Background: an optimization exercise with open tools, aiming at small area, a short achievable clock period and few clock cycles. Do not read the settings as production practice.
The RTL was checked by simulation tests, not by an equivalence proof against the original design.
Power figures rest on the tool's default switching activity, not on a simulated workload.

## flow/design.v

```verilog
module nv1_core (
    input  wire        clk,
    input  wire        rst,           
    input  wire        txn_valid,
    output wire        txn_ready,
    input  wire [7:0]  txn_op,
    input  wire [31:0] txn_a,
    input  wire [31:0] txn_d,
    input  wire [31:0] txn_m,
    output reg         rsp_valid,
    output reg  [2:0]  rsp_kind,
    output reg  [3:0]  rsp_code,
    output reg  [31:0] rsp_data,
    output reg  [31:0] rsp_method,
    output reg         rsp_swint
);
    localparam [31:0] R_MASK = 32'h0111_1101;    
    function [4:0] g2b(input [4:0] g);
        integer k;
        begin
            g2b[4] = g[4];
            for (k = 3; k >= 0; k = k - 1)
                g2b[k] = g2b[k+1] ^ g[k];
        end
    endfunction
    function [4:0] b2g(input [4:0] b);
        b2g = b ^ (b >> 1);
    endfunction
    reg        running;
    reg [31:0] pmc_keep;                  
    reg [31:0] pmc_en, pfifo_s, pfifo_e, reassign;
    reg [31:0] c0_push0, c0_push1, c0_put, c0_status, c0_pull0, c0_pull1, c0_get;
    reg [31:0] c1_push0, c1_push1, c1_status, c1_pull0, c1_pull1;
    reg [26:0] c1_put_hi, c1_get_hi;
    reg [4:0]  c1_p, c1_g;                
    reg [4:0]  c1_pn;                     
    reg        get_bad, put_bad;          
    reg [31:0] paudio_s, paudio_e, prm_s, prm_e, ptimer_s, ptimer_e, ramin;
    reg [31:0] g0_s, g1_s, g0_e, g1_e, ctx;
    reg [31:0] e0_m, e0_d;
    assign txn_ready = 1'b1;
    wire fire = txn_valid;
    wire op_hi0   = (txn_op[7:4] == 4'h0);
    wire op_start = op_hi0 && txn_op[3:0] == 4'h0;
    wire op_rd    = op_hi0 && txn_op[3:0] == 4'h1;
    wire op_wr    = op_hi0 && txn_op[3:0] == 4'h2;
    wire op_c0i   = op_hi0 && txn_op[3:0] == 4'hB;
    wire op_c0p   = op_hi0 && txn_op[3:0] == 4'hC;
    wire op_c1u   = op_hi0 && txn_op[3:0] == 4'hD;
    wire op_c1p   = op_hi0 && txn_op[3:0] == 4'hE;
    wire op_known = op_start | op_rd | op_wr | op_c0i | op_c0p | op_c1u | op_c1p;
    wire [31:0] a = txn_a;
    wire h_boot0   = a == 32'h0000_0000;
    wire h_pmc     = a == 32'h0000_0100;
    wire h_pmc_en  = a == 32'h0000_0140;
    wire h_straps  = a == 32'h0000_0200;
    wire h_pfifo_s = a == 32'h0000_2100;
    wire h_pfifo_e = a == 32'h0000_2140;
    wire h_reass   = a == 32'h0000_2500;
    wire h_c0push0 = a == 32'h0000_3000;
    wire h_c0push1 = a == 32'h0000_3004;
    wire h_c0put   = a == 32'h0000_3010;
    wire h_c0stat  = a == 32'h0000_3014;
    wire h_c0pull0 = a == 32'h0000_3040;
    wire h_c0pull1 = a == 32'h0000_3050;
    wire h_c0get   = a == 32'h0000_3070;
    wire h_c1push0 = a == 32'h0000_3200;
    wire h_c1push1 = a == 32'h0000_3204;
    wire h_c1put   = a == 32'h0000_3210;
    wire h_c1stat  = a == 32'h0000_3214;
    wire h_c1pull0 = a == 32'h0000_3240;
    wire h_c1pull1 = a == 32'h0000_3250;
    wire h_c1get   = a == 32'h0000_3270;
    wire h_paud_s  = a == 32'h0000_4100;
    wire h_paud_e  = a == 32'h0000_4140;
    wire h_prm_s   = a == 32'h0000_6100;
    wire h_prm_e   = a == 32'h0000_6140;
    wire h_ptim_s  = a == 32'h0000_9100;
    wire h_ptim_e  = a == 32'h0000_9140;
    wire h_pfb     = a == 32'h0010_0000;
    wire h_ramin   = a == 32'h0010_0200;
    wire h_g0_s    = a == 32'h0040_0100;
    wire h_g1_s    = a == 32'h0040_0104;
    wire h_g0_e    = a == 32'h0040_0140;
    wire h_g1_e    = a == 32'h0040_0144;
    wire h_ctx     = {a[31:4], 4'h0} == 32'h0040_0180 && a[1:0] == 2'b00;
    wire h_intr_other = h_pfifo_s | h_pfifo_e | h_paud_s | h_paud_e | h_prm_s | h_prm_e |
                        h_ptim_s | h_ptim_e | h_g0_s | h_g1_s | h_g0_e | h_g1_e;
    wire h_const = h_boot0 | h_straps | h_pfb;
    wire h_cell  = h_pmc | h_pmc_en | h_intr_other | h_reass |
                   h_c0push0 | h_c0push1 | h_c0put | h_c0stat | h_c0pull0 | h_c0pull1 | h_c0get |
                   h_c1push0 | h_c1push1 | h_c1put | h_c1stat | h_c1pull0 | h_c1pull1 | h_c1get |
                   h_ramin | h_ctx;
    wire h_any   = h_const | h_cell;
    wire user_region = txn_a > 32'h0080_0000;
    wire free_query  = txn_a[12:0] == 13'h0010;
    wire misaligned  = txn_a[1:0] != 2'b00;
    wire en_nz = |pmc_en;
    wire [31:0] r_bits;
    assign r_bits[0]  = |(paudio_s & paudio_e);
    assign r_bits[8]  = |(pfifo_s & pfifo_e);
    assign r_bits[16] = |(prm_s & prm_e);
    assign r_bits[20] = |(ptimer_s & ptimer_e);
    assign r_bits[24] = g0_s[8] & g0_e[8];
    assign r_bits[12] = (|(g0_s & g0_e & 32'hFFFF_FEFF)) | (|(g1_s & g1_e));
    assign {r_bits[31:25], r_bits[23:21], r_bits[19:17], r_bits[15:13],
            r_bits[11:9], r_bits[7:1]} = 0;
    wire [31:0] pmc_view = pmc_keep | (r_bits & {32{en_nz}});
    wire [31:0] c1_put_cell = {c1_put_hi, b2g(c1_p)};
    wire [31:0] c1_get_cell = {c1_get_hi, b2g(c1_g)};
    wire gray_bad = get_bad | put_bad;
    wire [4:0] c1_p1 = c1_pn;
    wire [4:0] c1_g1 = c1_g + 5'd1;
    wire [4:0] free_n = c1_g - c1_p1;
    wire c1_full  = c1_p1 == c1_g;
    wire c1_empty = c1_g == c1_p;
    wire c0_pending = c0_put[0] ^ c0_get[0];
    wire act = running & op_known & ~op_start;      
    wire rd_ok_reg  = act & op_rd & ~user_region & h_any;
    wire rd_fq      = act & op_rd & user_region & free_query;
    wire wr_ok      = act & op_wr & h_cell;         
    wire c0i_ok     = act & op_c0i & c0_push0[0] & ~c0_pending;
    wire c0p_ok     = act & op_c0p & c0_pull0[0] & c0_pending;
    wire c1u_chk    = act & op_c1u & c1_push0[0];
    wire c1p_chk    = act & op_c1p & c1_pull0[0];
    wire c1u_ok     = c1u_chk & ~gray_bad & ~c1_full;
    wire c1p_ok     = c1p_chk & ~gray_bad & ~c1_empty;
    wire gray_f     = (rd_fq | c1u_chk | c1p_chk) & gray_bad;
    reg [2:0] k_kind;
    reg [3:0] k_code;
    always @* begin
        k_kind = 3'd0;
        k_code = 4'd0;
        if (op_start) begin
            if (running) begin k_kind = 3'd3; k_code = 4'd2; end
        end else if (!op_known) begin
            k_kind = 3'd4;
        end else if (!running) begin
            k_kind = 3'd3; k_code = 4'd1;
        end else if (op_rd) begin
            if (user_region) begin
                if (!free_query) begin k_kind = 3'd3; k_code = 4'd3; end
                else if (gray_bad) begin k_kind = 3'd3; k_code = 4'd6; end
            end else if (misaligned) begin k_kind = 3'd3; k_code = 4'd4; end
            else if (!h_any) begin k_kind = 3'd3; k_code = 4'd3; end
        end else if (op_wr) begin
            if (user_region) begin k_kind = 3'd3; k_code = 4'd3; end
            else if (misaligned) begin k_kind = 3'd3; k_code = 4'd4; end
            else if (!h_any) begin k_kind = 3'd3; k_code = 4'd3; end
        end else if (op_c0i) begin
            if (!c0_push0[0]) begin k_kind = 3'd2; k_code = 4'd1; end
            else if (c0_pending) begin k_kind = 3'd2; k_code = 4'd2; end
        end else if (op_c0p) begin
            if (!c0_pull0[0]) begin k_kind = 3'd2; k_code = 4'd3; end
            else if (!c0_pending) k_kind = 3'd1;
        end else if (op_c1u) begin
            if (!c1_push0[0]) begin k_kind = 3'd2; k_code = 4'd1; end
            else if (gray_bad) begin k_kind = 3'd3; k_code = 4'd6; end
            else if (c1_full) begin k_kind = 3'd2; k_code = 4'd2; end
        end else begin  
            if (!c1_pull0[0]) begin k_kind = 3'd2; k_code = 4'd3; end
            else if (gray_bad) begin k_kind = 3'd3; k_code = 4'd6; end
            else if (c1_empty) k_kind = 3'd1;
        end
    end
    wire [31:0] reg_rd =
        ({32{h_boot0}}   & 32'h0B00_0001) |
        ({32{h_pfb}}     & 32'hFB00_0004) |
        ({32{h_pmc}}     & pmc_view)    | ({32{h_pmc_en}}  & pmc_en)   |
        ({32{h_pfifo_s}} & pfifo_s)     | ({32{h_pfifo_e}} & pfifo_e)  |
        ({32{h_reass}}   & reassign)    |
        ({32{h_c0push0}} & c0_push0)    | ({32{h_c0push1}} & c0_push1) |
        ({32{h_c0put}}   & c0_put)      | ({32{h_c0stat}}  & c0_status)|
        ({32{h_c0pull0}} & c0_pull0)    | ({32{h_c0pull1}} & c0_pull1) |
        ({32{h_c0get}}   & c0_get)      |
        ({32{h_c1push0}} & c1_push0)    | ({32{h_c1push1}} & c1_push1) |
        ({32{h_c1put}}   & c1_put_cell) | ({32{h_c1stat}}  & c1_status)|
        ({32{h_c1pull0}} & c1_pull0)    | ({32{h_c1pull1}} & c1_pull1) |
        ({32{h_c1get}}   & c1_get_cell) |
        ({32{h_paud_s}}  & paudio_s)    | ({32{h_paud_e}}  & paudio_e) |
        ({32{h_prm_s}}   & prm_s)       | ({32{h_prm_e}}   & prm_e)    |
        ({32{h_ptim_s}}  & ptimer_s)    | ({32{h_ptim_e}}  & ptimer_e) |
        ({32{h_ramin}}   & ramin)       |
        ({32{h_g0_s}}    & g0_s)        | ({32{h_g1_s}}    & g1_s)     |
        ({32{h_g0_e}}    & g0_e)        | ({32{h_g1_e}}    & g1_e)     |
        ({32{h_ctx}}     & ctx);
    wire [31:0] ring_rd_m, ring_rd_d;
    wire [31:0] gray_data = get_bad ? c1_get_cell : c1_put_cell;
    wire [31:0] k_data =
        ({32{rd_ok_reg}} & reg_rd) |
        ({32{rd_fq & ~gray_bad}} & {25'd0, free_n, 2'b00}) |
        ({32{gray_f}} & gray_data) |
        ({32{c0p_ok}} & e0_d) |
        ({32{c1p_ok}} & ring_rd_d);
    wire [31:0] k_method =
        {31'd0, gray_f & ~get_bad} |
        ({32{c0p_ok}} & e0_m) |
        ({32{c1p_ok}} & ring_rd_m);
    wire wr_pmc    = wr_ok & h_pmc;
    wire wr_pmc_en = wr_ok & h_pmc_en;
    wire wr_intr_o = wr_ok & h_intr_other;
    wire d_nz      = |txn_d;
    wire k_swint = (act & op_rd & h_pmc & pmc_keep[31]) |
                   (wr_pmc & en_nz & txn_d[31]) |
                   (wr_pmc_en & d_nz & pmc_keep[31]) |
                   (wr_intr_o & pmc_keep[31]);
    always @(posedge clk) begin
        if (rst) rsp_valid <= 1'b0;
        else     rsp_valid <= fire;
        rsp_kind   <= k_kind;
        rsp_code   <= k_code;
        rsp_data   <= k_data;
        rsp_method <= k_method;
        rsp_swint  <= k_swint;
    end
    wire        we    = fire & wr_ok;
    wire [31:0] dmask = txn_d & {32{~rst}};
    always @(posedge clk) begin
        if (rst)                 running <= 1'b0;
        else if (fire & op_start) running <= 1'b1;
        if (rst | (we & h_pmc_en))  pmc_en    <= dmask;
        if (rst | (we & h_pfifo_s)) pfifo_s   <= dmask;
        if (rst | (we & h_pfifo_e)) pfifo_e   <= dmask;
        if (rst | (we & h_reass))   reassign  <= dmask;
        if (rst | (we & h_c0push0)) c0_push0  <= dmask;
        if (rst | (we & h_c0push1)) c0_push1  <= dmask;
        if (rst | (we & h_c0stat))  c0_status <= dmask;
        if (rst | (we & h_c0pull0)) c0_pull0  <= dmask;
        if (rst | (we & h_c0pull1)) c0_pull1  <= dmask;
        if (rst | (we & h_c1push0)) c1_push0  <= dmask;
        if (rst | (we & h_c1push1)) c1_push1  <= dmask;
        if (rst | (we & h_c1stat))  c1_status <= dmask;
        if (rst | (we & h_c1pull0)) c1_pull0  <= dmask;
        if (rst | (we & h_c1pull1)) c1_pull1  <= dmask;
        if (rst | (we & h_paud_s))  paudio_s  <= dmask;
        if (rst | (we & h_paud_e))  paudio_e  <= dmask;
        if (rst | (we & h_prm_s))   prm_s     <= dmask;
        if (rst | (we & h_prm_e))   prm_e     <= dmask;
        if (rst | (we & h_ptim_s))  ptimer_s  <= dmask;
        if (rst | (we & h_ptim_e))  ptimer_e  <= dmask;
        if (rst | (we & h_ramin))   ramin     <= dmask;
        if (rst | (we & h_g0_s))    g0_s      <= dmask;
        if (rst | (we & h_g1_s))    g1_s      <= dmask;
        if (rst | (we & h_g0_e))    g0_e      <= dmask;
        if (rst | (we & h_g1_e))    g1_e      <= dmask;
        if (rst | (we & h_ctx))     ctx       <= dmask;
        if (rst | (we & h_pmc) | (we & h_pmc_en & ~d_nz))
            pmc_keep <= dmask & ~R_MASK & {32{h_pmc & en_nz}};
        if (rst | (we & h_c0put))   c0_put <= dmask;
        else if (fire & c0i_ok)     c0_put <= {31'd0, ~c0_put[0]};
        if (rst | (we & h_c0get))   c0_get <= dmask;
        else if (fire & c0p_ok)     c0_get <= {31'd0, ~c0_get[0]};
        if (rst | (we & h_c1put)) begin
            c1_put_hi <= dmask[31:5];
            put_bad   <= |dmask[31:5];
            c1_p      <= g2b(dmask[4:0]);
            c1_pn     <= g2b(dmask[4:0]) + 5'd1;
        end else if (fire & c1u_ok) begin
            c1_p      <= c1_pn;
            c1_pn     <= c1_pn + 5'd1;
        end
        if (rst | (we & h_c1get)) begin
            c1_get_hi <= dmask[31:5];
            get_bad   <= |dmask[31:5];
            c1_g      <= g2b(dmask[4:0]);
        end else if (fire & c1p_ok) begin
            c1_g      <= c1_g1;
        end
    end
    always @(posedge clk) begin
        if (fire & ~rst & c0i_ok) begin
            e0_m <= txn_m;
            e0_d <= txn_d;
        end
    end
    wire [31:0] ror_m [0:32];
    wire [31:0] ror_d [0:32];
    assign ror_m[0] = 32'd0;
    assign ror_d[0] = 32'd0;
    wire push_in  = fire & ~rst & op_c1u;
    wire push_can = running & c1_push0[0] & ~gray_bad & ~c1_full;
    genvar r;
    generate
        for (r = 0; r < 32; r = r + 1) begin : g_ring
            reg [31:0] m, d;
            always @(posedge clk) begin
                if (push_in & push_can & (c1_p == r)) begin
                    m <= txn_m;
                    d <= txn_d;
                end
            end
            wire sel = c1_g == r;
            assign ror_m[r+1] = ror_m[r] | ({32{sel}} & m);
            assign ror_d[r+1] = ror_d[r] | ({32{sel}} & d);
        end
    endgenerate
    assign ring_rd_m = ror_m[32];
    assign ring_rd_d = ror_d[32];
endmodule
```

## flow/run.sh

```bash
#!/bin/bash
# synth_recipe.tcl (not shown) runs the flow's synth.tcl, then flattens the netlist and writes it again
# the make line also repeats each setting of config.mk as NAME=value (left out here)
make -C /OpenROAD-flow-scripts/flow DESIGN_CONFIG=/design/flow/config.mk WORK_HOME=/design/flow/orfs CLKGATE_MAP_FILE= SYNTH_SCRIPT=/design/flow/synth_recipe.tcl finish
```

## flow/config.mk

```make
export PLATFORM = sky130hd
export DESIGN_NAME = nv1_core
export DESIGN_NICKNAME = nv1_core
export VERILOG_FILES = /design/flow/design.v
export SDC_FILE = /design/flow/constraint.sdc
export NUM_CORES = 4
export LEC_CHECK = 0
export ABC_CLOCK_PERIOD_IN_PS = 3500
export CAP_MARGIN = 20
export CORE_MARGIN = 2
export CORE_UTILIZATION = 60
export SETUP_SLACK_MARGIN = 5
export SLEW_MARGIN = 20
```

## flow/constraint.sdc

```tcl
create_clock -name core_clock -period 9.0 [get_ports {clk}]
set_input_delay 1.8000 -clock core_clock [delete_from_list [all_inputs] [get_ports {clk}]]
set_output_delay 1.8000 -clock core_clock [all_outputs]
set_load 0.01 [all_outputs]
```

==> notes.md <==
## kinds of logic after synthesis
kind of cell | after synthesis
adder cells (fa/ha/maj) | 24
other | 2
XOR/XNOR | 24
buffers and inverters | 485
flip-flops | 3178
AO/OA/AOI/OAI | 1858
multiplexers | 15
AND/OR/NAND/NOR | 1071
## worst min path at each step
stage / from / to / slack [ns] / cells after the start
floorplan: e0_m[10] / rsp_method[10] / 0.42 / 2
global placement: e0_m[23] / rsp_method[23] / 0.43 / 2
detailed placement: e0_m[29] / rsp_method[29] / 0.43 / 2
CTS: e0_m[3] / rsp_method[3] / 0.42 / 2
global route: e0_m[3] / rsp_method[3] / 0.44 / 2
finish: e0_m[3] / rsp_method[3] / 0.43 / 2
## metal layers
| layer | vias up | share of wire | global-route usage |
|---|---|---|---|
| met5 | - | 0.0016 | 0.0186 |
| met4 | 48 | 0.089 | 0.323 |
| met3 | 2339 | 0.19 | 0.226 |
| met2 | 9696 | 0.41 | 0.688 |
| met1 | 40900 | 0.32 | 0.651 |
| li1 | 29700 | - | - |
## synth_stat cells (all sizes together) (32+ instances only)
library cell | number | area [sq um]
edfxtp | 3105 | 93200
a22oi | 1113 | 8360
nand4 | 259 | 1620
clkbuf | 223 | 837
buf | 203 | 947
nor2 | 190 | 728
a222oi | 179 | 1790
nand2 | 134 | 505
a22o | 126 | 1100
nand3 | 104 | 526
o21ai | 83 | 419
nor4 | 82 | 571
dfxtp | 73 | 1460
a21oi | 60 | 312
inv | 59 | 221
a32oi | 57 | 499
nor3 | 50 | 334
and3 | 49 | 307
or4 | 45 | 353
a221oi | 43 | 377
and4 | 40 | 350
nand2b | 38 | 238
a21o | 32 | 240
## metrics by stage
stage | instances | utilization | power (mW) | setup slack (ns)
2_1_floorplan | 6657 | - | 17.5 | 4.31
3_3_place_gp | 9255 | 0.638 | 18.4 | 2.20
3_5_place_dp | 9258 | 0.638 | 18.4 | 2.14
4_1_cts | 10100 | 0.708 | 31.2 | 4.93
5_1_grt | 10100 | 0.714 | 31.9 | 4.84
6_report | 10200 | 0.714 | 31.5 | 4.76
## power breakdown
group          leakage [nW]  internal (mW)  switching (mW)  total (mW)
combinational          10.6          0.344           0.991        1.33
clock                  4.97           7.50            5.65        13.2
sequential             29.2           16.6           0.365        17.0
## timing repair
action                                  4_1_cts  5_1_grt
endpoints found under the setup margin     3173     2208
setup buffers                               160       51
pin swaps                                    86       46
cloned                                       59       20
resized for setup                           282      159
## worst max-delay path: stages
cell	delay, ns
buf_2	0.14
or4b_4	0.64
buf_6	0.16
nor3_4	0.22
buf_4	0.19
nand2_1	0.34
o211ai_1	1.09
nor4_1	0.28
o21ai_1	0.22
## layout make-up
| class | count | area share |
|---|---|---|
| clock inverters | 155 | 0.00899 |
| clock buffers | 421 | 0.0635 |
| repair buffers | 656 | 0.0545 |
| repair inverters | 1 | 0.0000539 |
| well taps | 2624 | 0.0236 |
| multi-input cells | 3037 | 0.168 |
| diodes | 36 | 0.000646 |
| flip-flops and latches | 3178 | 0.679 |
| inverters | 59 | 0.00162 |
==> notes.md <==
status complete, but fails checks; Layout Check Failures capacitance limit, slew limit; antenna-violating nets left 0; worst-margin pin slew 1.75 ns; P&R area growth vs syn 18.1%; minimum clock period ~4.2 ns; Die Height around 450 microns; Synth Flop Type edfxtp_1; Max Cap Violations 1; Compound-Gate Fraction of Synth Area 0.123; Nets roughly 7400; number of remaining DRC errors 0; EDFF count, synth 3105; main combinational cell family by area after synthesis compound AO/OA/AOI/OAI gates; reg-to-reg startpoint c1_g[2]; Buffers on Ports ~180; core area between 150000 and 200000 sq um; Ys Warns 1; CP Launch Type input port; XOR/XNOR Fraction of Synth Area 0.00178; Worst setup EP type flip-flop; Final Cell Area between 100000 and 150000 sq um; commonest non-fill, non-tap cell in the layout edfxtp_1; initial core utilization 0.605; Root Driver clkbuf_16; Reg2Reg Depth 9; Critical Path RT between 9 and 10 ns; PwrDens 226 nW/um^2; drt wl/cell 50.8 microns; gate count of the mapped netlist between 6000 and 7000; CTS tree yes; kind of critical path input port to flip-flop; Post-CTS Hold Buffers 0; initial DRC count 20100; Max VDD drop 0.214 mV; Final Wtd Congestion 1.13; Die W between 400 and 500 microns; Adder-Cell Fraction of Synth Area 0.00261; CTS clk-pin slew, worst paths 0.06 ns; die footprint ~200000 sq um; RSZ-0062 raised after global routing yes; CTS Buf Count 330; Seq. cell area 94700 sq um; maximum clock rate between 0.2 and 0.25 GHz; post-synthesis mux area share 0.00131; DRT Wirelength about 520000 microns; headroom to the max-slew limit -0.180; Crit Path Max Fanout 7; ys async rst share 0; clk latency of the worst-skew pair 0.97 ns; largest net degree at the start of global routing between 60 and 70; area of the multi-input gates approximately 23000 sq um; post-synthesis sequential area ratio 0.802; setup slack, reg-to-reg between 4 and 5 ns; period utilization 0.471; Hold Crit Class flip-flop to flip-flop; initial antenna violation count between 50 and 60; Crit. Startpoint txn_a[9]; Lkg Pwr between 40 and 50 nW; fin. max-slew vios 3; largest registers g_ring.d (1024), g_ring.m (1024); mean post-synth cell area 17.7 sq um; DR vias between 80000 and 90000; row count roughly 160; first-pass GRT wire length around 660000 microns; Synth Area in Simple Gates 0.0524; H-tree Lvls 5; synth unique cells 90; Mapped Area 118000 sq um; worst reg2reg endpoint rsp_data[31]; Clock Skew just under 0.06 ns; final setup fails 0; clk buf depth 4; vias per cell 8.13; fill cell count around 12000; syn_nets between 6000 and 7000; final count of hold timing violations 0; placed cell areas approximately 120000 sq um; DR pass1 iterations 13; Crit path arrival time 5.11 ns; most frequent cells in the layout edfxtp_1 (3105), a22oi_1 (1109), clkbuf_16 (357); final HPWL from detailed placement 274000 microns; vias in the first global route 73800; grt total ovfl 0; share of cells above drive strength 1 0.171; clock sinks approximately 3200; I/O pin count between 150 and 200; all-layer global routing usage 0.503; setup TNS 0 ns; Min Hold Slack 0.430 ns; CP Capture Point rsp_data[12]; FF+latch count, synth about 3200
Testbench counts, summed over its fixed seeds: cycles 24,008.

==> static timing again, ports no longer ideal <==
How much do the figures lean on ideal ports? The routed layout below was timed once more, with nothing changed but the port constraints. Step 1 (the two cells are an assumption about what drives the block):
set clk [get_ports {clk}]
set_driving_cell -lib_cell sky130_fd_sc_hd__clkbuf_16 $clk
set_driving_cell -lib_cell sky130_fd_sc_hd__buf_2 [delete_from_list [all_inputs] $clk]
Step 2 adds t to the input delays and takes it off the output delays; t is the mean of the earliest and latest rising clock arrival at the registers after step 1. Input paths then give back, and output paths get back, about the clock's delay inside the block. a / b / c = ideal ports / drivers / drivers and shift; a / b = the first two.
t (ns): 1.039
setup slack, ns: 4.760 / 4.827 / 3.788
slew at the worst register clock pin (ns): 0.07 / 0.07
worst slew at a driven data input, ns: 0.09
cell pins on the clock port's net: 1
The setup slack of this run moves by +0.067 ns with the drivers and by -0.972 ns with both steps.
